Background: an optimization exercise with open tools, aiming at small area, a short achievable clock period and few clock cycles. Do not read the settings as production practice.
Only simulation tests tie the RTL to the original design; equivalence was not proved.
Power is estimated from default activity; no workload was simulated.

==> job 5083: inputs <==
// ssdv_recoder
module ssdv_recoder (
    input  wire        clk,
    input  wire        rst,
    input  wire        in_valid,
    output wire        in_ready,
    input  wire [1:0]  in_op,
    input  wire [11:0] in_coef,
    input  wire [7:0]  in_qs,
    input  wire [7:0]  in_qd,
    input  wire [1:0]  in_comp,
    input  wire        in_rb,
    input  wire        in_dec,
    output reg         out_valid,
    input  wire        out_ready,
    output reg  [7:0]  out_byte
);
Settings: LEC_CHECK=0, CAP_MARGIN=20, CORE_MARGIN=2, CORE_UTILIZATION=40, PLACE_DENSITY=0.6, SLEW_MARGIN=20, SYNTH_MEMORY_MAX_BITS=65536; clock period 8.0 ns.
run.sh (not shown) runs the stock make flow with config.mk's settings and CLKGATE_MAP_FILE= SYNTH_SCRIPT=/design/flow/synth_recipe.tcl, a recipe that flattens the netlist after the stock synthesis.
==> job 3644 (differences from job 5083) <==
SETUP_SLACK_MARGIN = 3   (was unset)
==> job 1234 (differences from job 5083) <==
SETUP_SLACK_MARGIN = 4   (was unset)
==> run summary <==
Die area is the same in job 1234 and job 5083.
Of job 1234 and job 3644, job 1234 has the higher cell area (gap about 8%, measured against job 3644).
Final cell count, lowest first: job 5083, job 3644, job 1234.
Between job 3644 and job 1234, the lower worst setup slack is in job 1234 (gap 0.024 ns).
The highest clock power belongs to job 3644, the lowest to job 1234.
Sequential share of layout area: job 1234 < job 3644 < job 5083.
In flip-flop and latch count, job 5083 and job 3644 do not differ.
The highest count of clock-buffer cells in the layout belongs to job 5083, the lowest to job 1234.
Synthesized cell count is the same in job 5083 and job 3644.
In job 5083 the register-to-register slack is worse than in job 1234, by 1.0 ns.
==> figures <==
|  | job 5083 | job 3644 | job 1234 |
|---|---|---|---|
| DRC marker count from the first detailed-route iteration | 2004 | 2015 | 2183 |
| Result of the run | finished clean | finished clean | finished clean |
| Post-route clock skew | 0.0263 ns | 0.0456 ns | 0.0169 ns |
| Placed Area | 0.0359 mm^2 | 0.0360 mm^2 | 0.0365 mm^2 |
| WHS Endpoint | ekind[0]$_DFFE_PP_ | ccomp[1]$_DFFE_PP_ | dlo[2]$_DFFE_PP_ |
| Layout clock area frac | 0.0406 | 0.0394 | 0.0332 |
| Most frequent CP cell | - | fa_1 | fa_1 |
| Post-route cell area | 0.0374 mm^2 | 0.0401 mm^2 | 0.0432 mm^2 |
| Arrival time reported for the critical path endpoint | 5.19 ns | 5.74 ns | 5.77 ns |
| Critical path endpoint | in_ready | cn[22]$_DFFE_PP_ | cn[22]$_DFFE_PP_ |
| Setup repair after global routing missed its margin | no | yes | yes |
| Final worst setup slack | 1.21 ns | 2.60 ns | 2.58 ns |
| GRT Total Usage | 0.203 | 0.212 | 0.220 |
| Proportion of cell area occupied by multi-input gates | 0.591 | 0.581 | 0.578 |
| Crit. Startpoint | psync$_DFFE_PP_ | bqs[3]$_DFFE_PP_ | bqs[1]$_DFFE_PP_ |
| DRT met1 WL | 41000 um | 42400 um | 43400 um |
| Most frequent standard cell in the layout excluding fill and tap cells | nand2_1 | nor2_1 | nand2_1 |
| Share of total power in combinational logic | 0.677 | 0.709 | 0.744 |
| Maximum cell stage delay along the critical path | 1.02 ns | 0.54 ns | 0.58 ns |
| Highest-delay cell along the critical path | edfxtp_1 | fa_1 | fa_2 |
| Power consumed by combinational cells | 11.6 mW | 13.7 mW | 15.8 mW |
Testbench counts of job 5083, summed over its fixed seeds: cycles 22,021.
Testbench counts of job 3644, summed over its fixed seeds: cycles 22,021.
Testbench counts of job 1234, summed over its fixed seeds: cycles 22,021.

========
==> run C <==
ssdv_recoder, a different RTL version from the one above (not shown whole).
clock: 8.0 ns
lec_check: 0
cap_margin: 20
core_margin: 2
core_utilization: 60
place_density: 0.75
setup_slack_margin: 3.0
slew_margin: 20
synth_memory_max_bits: 65536
==> inputs of run P, as changes to run C <==
--- a/flow/design.v
+++ b/flow/design.v
@@ -362,20 +362,23 @@
     wire [1:0]  g_comp  = ftag[1:0];
     wire        g_rb    = ftag[2];
     wire [11:0] g_nd    = (g_comp == 2'd0) ? ndd0 : (g_comp == 2'd1) ? ndd1 : ndd2;
     wire [11:0] g_m12   = {1'b0, fmag} ^ {12{fneg}};
     wire [11:0] g_e     = g_m12 + ((!decg && g_rb) ? 12'd0 : g_nd) + {11'd0, fneg};
     wire [11:0] g_newnd = ({1'b0, fmag} ^ {12{!fneg}}) + {11'd0, !fneg};
-    wire [10:0] g_eabs  = g_e[10:0] ^ {11{g_e[11]}};
-    wire [10:0] g_m     = g_isdc ? (g_eabs + {10'd0, g_e[11]}) : fmag;
-    wire        g_n     = g_isdc ? g_e[11] : fneg;
+    wire [10:0] g_u     = g_e[10:0] ^ {11{g_e[11]}};
+    wire        g_mask  = &(g_u[9:0] | ~g_u[10:1]);
+    wire [3:0]  g_dsize = size_of(g_u) + {3'd0, g_e[11] && g_mask};
+    wire [10:0] g_dvb   = g_e[11] ? (g_e[10:0] - 11'd1) : g_e[10:0];
+    wire [3:0]  g_size  = g_isdc ? g_dsize : size_of(fmag);
+    wire [10:0] g_vb    = g_isdc ? g_dvb : (fmag ^ {11{fneg}});
     reg         gv;
     reg  [3:0]  gtag;
-    reg  [10:0] gm;
-    reg         gn;
+    reg  [10:0] gvb;           
     reg  [3:0]  gsize;
+    reg         gpush;         
     always @(posedge clk) begin
         if (rst) begin
             gv <= 1'b0; decg <= 1'b0;
             ndd0 <= 12'd0; ndd1 <= 12'd0; ndd2 <= 12'd0;
         end else if (adv) begin
             gv <= fv;
@@ -387,13 +390,14 @@
             if (fv && ftag[3:1] == 3'b010) begin
                 decg <= ftag[0];
                 ndd0 <= 12'd0; ndd1 <= 12'd0; ndd2 <= 12'd0;
             end
         end
         if (adv) begin
-            gtag <= ftag; gm <= g_m; gn <= g_n; gsize <= size_of(g_m);
+            gtag <= ftag; gvb <= g_vb; gsize <= g_size;
+            gpush <= !(ftag[3:1] == 3'b010) && !(ftag == T_AC && fmag == 11'd0);
         end
     end
     reg         dech;
     reg         g;             
     reg  [5:0]  run;
     wire        h_isdc = gtag[3];
@@ -403,25 +407,26 @@
     wire        h_eob  = (gtag == T_EOB);
     wire        h_sync = (gtag == T_SYNC);
     wire        h_init = (gtag[3:1] == 3'b010);
     wire        h_zero = (gsize == 4'd0);
     wire        h_zrl  = h_ac && !h_zero && (run >= 6'd16);
     wire        h_g    = h_isdc ? h_gch : g;
-    wire [10:0] h_vb   = (gn ? ~gm : gm) & ~(11'h7FF << gsize);
+    wire [10:0] h_vb   = gvb & ~(11'h7FF << gsize);
     wire [4:0]  rom_len;
     wire [15:0] rom_code;
     ssdv_huff_rom u_rom (.ac(!h_isdc), .chroma(h_g),
                          .run(h_isdc ? 4'd0 : run[3:0]), .size(gsize),
                          .len(rom_len), .code(rom_code));
     reg         pv;
     reg  [4:0]  plen;
     reg  [25:0] pbits;
     reg  [W-1:0] acc;
     reg  [5:0]  cnt;
+    reg  [5:0]  ncnt;          
     reg         zpend;
-    wire        room    = ({1'b0, cnt} + {1'b0, plen}) <= W;
+    wire        room    = ({1'b0, plen} <= ncnt);
     wire        p_hold  = pv && !room;
     wire        p_take  = pv && room;
     wire [2:0]  h_pad   = 3'd0 - (cnt[2:0] + (p_take ? plen[2:0] : 3'd0));
     reg         h_push;
     reg  [4:0]  h_len;
     reg  [25:0] h_bits;
@@ -444,13 +449,13 @@
             h_len  = {2'd0, h_pad};
             h_bits = {19'd0, ~(7'h7F << h_pad)};
         end
     end
     wire        init_ok = !pv && (cnt < 6'd8);
     wire        h_done  = !gv || (h_init ? init_ok :
-                                  (h_zrl ? 1'b0 : (!h_push || !p_hold)));
+                                  (h_zrl ? 1'b0 : (!gpush || !p_hold)));
     assign stall = !h_done;
     always @(posedge clk) begin
         if (rst) begin
             dech <= 1'b0; g <= 1'b0; run <= 6'd0;
         end else if (gv) begin
             if (h_isdc) begin
@@ -475,27 +480,28 @@
                 if (init_ok) dech <= gtag[0];
             end
         end
     end
     wire        out_free = !out_valid || out_ready;
     wire        pop      = out_free && !zpend && (cnt >= 6'd8);
-    wire [5:0]  amt      = W[5:0] - cnt - {1'b0, plen};
+    wire [5:0]  amt      = ncnt - {1'b0, plen};
     wire [W+25:0] placed = {{W{1'b0}}, pbits} << amt;
     wire [W-1:0] acc_or  = p_take ? (acc | placed[W-1:0]) : acc;
     always @(posedge clk) begin
         if (rst) begin
-            pv <= 1'b0; acc <= {W{1'b0}}; cnt <= 6'd0; zpend <= 1'b0;
+            pv <= 1'b0; acc <= {W{1'b0}}; cnt <= 6'd0; ncnt <= W[5:0]; zpend <= 1'b0;
             out_valid <= 1'b0; out_byte <= 8'd0;
         end else begin
             if (!p_hold) begin
-                pv    <= gv && h_push;
+                pv    <= gv && gpush;
                 plen  <= h_len;
                 pbits <= h_bits;
             end
             acc <= pop ? {acc_or[W-9:0], 8'd0} : acc_or;
             cnt <= cnt - (pop ? 6'd8 : 6'd0) + (p_take ? {1'b0, plen} : 6'd0);
+            ncnt <= ncnt + (pop ? 6'd8 : 6'd0) - (p_take ? {1'b0, plen} : 6'd0);
             if (out_free) begin
                 if (zpend) begin
                     out_valid <= 1'b1;
                     out_byte  <= 8'h00;
                     zpend     <= 1'b0;
                 end else if (cnt >= 6'd8) begin
CORE_UTILIZATION = 40   (was 60)
PLACE_DENSITY = 0.6   (was 0.75)
TNS_END_PERCENT = 10   (was default)
==> inputs of run M, as changes to run C <==
--- a/flow/design.v
+++ b/flow/design.v
@@ -262,22 +262,26 @@
     wire [45:0] c_l1c = csa(pp[6], pp[7], pp[8]);
     wire [45:0] c_l2a = csa(c_l1a[22:0], c_l1a[45:23], c_l1b[22:0]);
     wire [45:0] c_l2b = csa(c_l1b[45:23], c_l1c[22:0], c_l1c[45:23]);
     wire [45:0] c_l3  = csa(c_l2a[22:0], c_l2a[45:23], c_l2b[22:0]);
     wire [45:0] c_l4  = csa(c_l3[22:0], c_l3[45:23], c_l2b[45:23]);
     wire [45:0] c_l5  = csa(c_l4[22:0], c_l4[45:23], pp[9]);
+    wire [8:0]  c_lo  = {1'b0, c_l5[7:0]} + {1'b0, c_l5[30:23]};
     reg         cv;
     reg  [3:0]  ctag;
-    reg  [22:0] cs, cc;
+    reg  [7:0]  clo;           
+    reg         cci;           
+    reg  [14:0] cs, cc;        
     reg  [7:0]  cqd;
     reg         cneg;
     always @(posedge clk) begin
         if (rst) cv <= 1'b0;
         else if (adv) cv <= bv;
         if (adv) begin
-            ctag <= btag; cs <= c_l5[22:0]; cc <= c_l5[45:23]; cqd <= bqd; cneg <= bneg;
+            ctag <= btag; clo <= c_lo[7:0]; cci <= c_lo[8];
+            cs <= c_l5[22:8]; cc <= c_l5[45:31]; cqd <= bqd; cneg <= bneg;
         end
     end
     function [9:0] div4;       
         input [7:0] r; input [1:0] b; input [7:0] d; input [9:0] d3;
         reg [9:0] sh; reg [10:0] t1, t2, t3;
         begin
@@ -288,13 +292,14 @@
             if (!t3[10])      div4 = {2'd3, t3[7:0]};
             else if (!t2[10]) div4 = {2'd2, t2[7:0]};
             else if (!t1[10]) div4 = {2'd1, t1[7:0]};
             else              div4 = {2'd0, sh[7:0]};
         end
     endfunction
-    wire [22:0] d_n   = cs + cc;
+    wire [14:0] d_nh  = cs + cc + {14'd0, cci};
+    wire [22:0] d_n   = {d_nh, clo};
     wire        d_sat = (d_n[22:10] >= {5'd0, cqd});
     wire [9:0]  d_3   = {2'd0, cqd} + {1'b0, cqd, 1'b0};
     wire [9:0]  d_s0  = div4(d_n[17:10], d_n[9:8], cqd, d_3);
     reg         dv;
     reg  [3:0]  dtag;
     reg  [7:0]  drem;
@@ -362,20 +367,23 @@
     wire [1:0]  g_comp  = ftag[1:0];
     wire        g_rb    = ftag[2];
     wire [11:0] g_nd    = (g_comp == 2'd0) ? ndd0 : (g_comp == 2'd1) ? ndd1 : ndd2;
     wire [11:0] g_m12   = {1'b0, fmag} ^ {12{fneg}};
     wire [11:0] g_e     = g_m12 + ((!decg && g_rb) ? 12'd0 : g_nd) + {11'd0, fneg};
     wire [11:0] g_newnd = ({1'b0, fmag} ^ {12{!fneg}}) + {11'd0, !fneg};
-    wire [10:0] g_eabs  = g_e[10:0] ^ {11{g_e[11]}};
-    wire [10:0] g_m     = g_isdc ? (g_eabs + {10'd0, g_e[11]}) : fmag;
-    wire        g_n     = g_isdc ? g_e[11] : fneg;
+    wire [10:0] g_u     = g_e[10:0] ^ {11{g_e[11]}};
+    wire        g_mask  = &(g_u[9:0] | ~g_u[10:1]);
+    wire [3:0]  g_dsize = size_of(g_u) + {3'd0, g_e[11] && g_mask};
+    wire [10:0] g_dvb   = g_e[11] ? (g_e[10:0] - 11'd1) : g_e[10:0];
+    wire [3:0]  g_size  = g_isdc ? g_dsize : size_of(fmag);
+    wire [10:0] g_vb    = g_isdc ? g_dvb : (fmag ^ {11{fneg}});
     reg         gv;
     reg  [3:0]  gtag;
-    reg  [10:0] gm;
-    reg         gn;
+    reg  [10:0] gvb;           
     reg  [3:0]  gsize;
+    reg         gpush;         
     always @(posedge clk) begin
         if (rst) begin
             gv <= 1'b0; decg <= 1'b0;
             ndd0 <= 12'd0; ndd1 <= 12'd0; ndd2 <= 12'd0;
         end else if (adv) begin
             gv <= fv;
@@ -387,13 +395,14 @@
             if (fv && ftag[3:1] == 3'b010) begin
                 decg <= ftag[0];
                 ndd0 <= 12'd0; ndd1 <= 12'd0; ndd2 <= 12'd0;
             end
         end
         if (adv) begin
-            gtag <= ftag; gm <= g_m; gn <= g_n; gsize <= size_of(g_m);
+            gtag <= ftag; gvb <= g_vb; gsize <= g_size;
+            gpush <= !(ftag[3:1] == 3'b010) && !(ftag == T_AC && fmag == 11'd0);
         end
     end
     reg         dech;
     reg         g;             
     reg  [5:0]  run;
     wire        h_isdc = gtag[3];
@@ -403,25 +412,26 @@
     wire        h_eob  = (gtag == T_EOB);
     wire        h_sync = (gtag == T_SYNC);
     wire        h_init = (gtag[3:1] == 3'b010);
     wire        h_zero = (gsize == 4'd0);
     wire        h_zrl  = h_ac && !h_zero && (run >= 6'd16);
     wire        h_g    = h_isdc ? h_gch : g;
-    wire [10:0] h_vb   = (gn ? ~gm : gm) & ~(11'h7FF << gsize);
+    wire [10:0] h_vb   = gvb & ~(11'h7FF << gsize);
     wire [4:0]  rom_len;
     wire [15:0] rom_code;
     ssdv_huff_rom u_rom (.ac(!h_isdc), .chroma(h_g),
                          .run(h_isdc ? 4'd0 : run[3:0]), .size(gsize),
                          .len(rom_len), .code(rom_code));
     reg         pv;
     reg  [4:0]  plen;
     reg  [25:0] pbits;
     reg  [W-1:0] acc;
     reg  [5:0]  cnt;
+    reg  [5:0]  ncnt;          
     reg         zpend;
-    wire        room    = ({1'b0, cnt} + {1'b0, plen}) <= W;
+    wire        room    = ({1'b0, plen} <= ncnt);
     wire        p_hold  = pv && !room;
     wire        p_take  = pv && room;
     wire [2:0]  h_pad   = 3'd0 - (cnt[2:0] + (p_take ? plen[2:0] : 3'd0));
     reg         h_push;
     reg  [4:0]  h_len;
     reg  [25:0] h_bits;
@@ -444,13 +454,13 @@
             h_len  = {2'd0, h_pad};
             h_bits = {19'd0, ~(7'h7F << h_pad)};
         end
     end
     wire        init_ok = !pv && (cnt < 6'd8);
     wire        h_done  = !gv || (h_init ? init_ok :
-                                  (h_zrl ? 1'b0 : (!h_push || !p_hold)));
+                                  (h_zrl ? 1'b0 : (!gpush || !p_hold)));
     assign stall = !h_done;
     always @(posedge clk) begin
         if (rst) begin
             dech <= 1'b0; g <= 1'b0; run <= 6'd0;
         end else if (gv) begin
             if (h_isdc) begin
@@ -475,27 +485,28 @@
                 if (init_ok) dech <= gtag[0];
             end
         end
     end
     wire        out_free = !out_valid || out_ready;
     wire        pop      = out_free && !zpend && (cnt >= 6'd8);
-    wire [5:0]  amt      = W[5:0] - cnt - {1'b0, plen};
+    wire [5:0]  amt      = ncnt - {1'b0, plen};
     wire [W+25:0] placed = {{W{1'b0}}, pbits} << amt;
     wire [W-1:0] acc_or  = p_take ? (acc | placed[W-1:0]) : acc;
     always @(posedge clk) begin
         if (rst) begin
-            pv <= 1'b0; acc <= {W{1'b0}}; cnt <= 6'd0; zpend <= 1'b0;
+            pv <= 1'b0; acc <= {W{1'b0}}; cnt <= 6'd0; ncnt <= W[5:0]; zpend <= 1'b0;
             out_valid <= 1'b0; out_byte <= 8'd0;
         end else begin
             if (!p_hold) begin
-                pv    <= gv && h_push;
+                pv    <= gv && gpush;
                 plen  <= h_len;
                 pbits <= h_bits;
             end
             acc <= pop ? {acc_or[W-9:0], 8'd0} : acc_or;
             cnt <= cnt - (pop ? 6'd8 : 6'd0) + (p_take ? {1'b0, plen} : 6'd0);
+            ncnt <= ncnt + (pop ? 6'd8 : 6'd0) - (p_take ? {1'b0, plen} : 6'd0);
             if (out_free) begin
                 if (zpend) begin
                     out_valid <= 1'b1;
                     out_byte  <= 8'h00;
                     zpend     <= 1'b0;
                 end else if (cnt >= 6'd8) begin
CORE_UTILIZATION = 40   (was 60)
PLACE_DENSITY = 0.6   (was 0.75)
SETUP_SLACK_MARGIN = 3.6   (was 3.0)
TNS_END_PERCENT = 5   (was default)
==> reports/metrics.csv <==
metric;value;unit
fraction of the mapped netlist area in compound gates;16.5;%
die width;296;microns
leak pwr;16.1;nW
Logic power comb;10.1;mW
status;finished clean;
kind of critical path;in -> reg;
Placer Congestion;0.950;
[end of results for run P]
==> reports/metrics.csv <==
metric;value;unit
Logic power comb;9.97;mW
dpl hpwl;65400;microns
met2 Use GR;34.0;%
leak pwr;16.3;nW
number of non-clock buffers;172;
fraction of the mapped netlist area in compound gates;16.7;%
Placer Congestion;0.943;
status;finished clean;
die width;295;microns
kind of critical path;in -> reg;
[end of results for run M]
==> reports/metrics.csv <==
metric;value;unit
largest family of logic cells by synthesized area;simple AND/OR/NAND/NOR gates;
Placer Congestion;1.05;
sequential power share;21.3;%
Placement Rows;87;
status;finished clean;
Logic power comb;10.3;mW
post_cts resized;56;
initial core utilization;60.7;%
leak pwr;16.8;nW
fraction of the mapped netlist area in compound gates;16.3;%
[end of results for run C]
Testbench counts of run C, summed over its fixed seeds: cycles 22,021.
Testbench counts of run P, summed over its fixed seeds: cycles 22,021.
Testbench counts of run M, summed over its fixed seeds: cycles 22,021.

-- static timing again, ports no longer ideal --
No port has a modelled driver above. Below, the same layouts with a new extraction and two added sets of constraints.
Step 1 sets driving cells, clkbuf_16 on the clock port and buf_2 on the other inputs (assumed; they add their load-dependent delay and slew).
Step 2 also shifts input and output timing later by t, the mid clock arrival at the registers, as if the neighbouring blocks saw the same clock.
Three values: no drivers, after step 1, after step 2; two values: the first two.
run | t, ns | slack for setup (ns) | worst hold slack (ns) | latest minus earliest clock arrival (ns)
job 5083 | 0.637 | 1.214 / 1.152 / 1.526 | 0.413 / 0.413 / 0.413 | 0.028 / 0.029
job 3644 | 0.633 | 2.602 / 2.602 / 2.602 | 0.412 / 0.412 / 0.412 | 0.046 / 0.045
job 1234 | 0.663 | 2.578 / 2.578 / 2.578 | 0.413 / 0.413 / 0.413 | 0.018 / 0.018
run C | 0.635 | 2.812 / 2.812 / 2.581 | 0.417 / 0.417 / 0.417 | 0.037 / 0.036
run P | 0.666 | 3.106 / 3.119 / 2.483 | 0.400 / 0.400 / 0.400 | 0.045 / 0.045
run M | 0.655 | 3.461 / 3.428 / 2.854 | 0.419 / 0.419 / 0.419 | 0.029 / 0.028
After both steps setup and hold are still met in every run listed. For run P, which loses most, drivers alone change the setup slack by +0.013 ns; drivers and shift together by -0.623 ns.
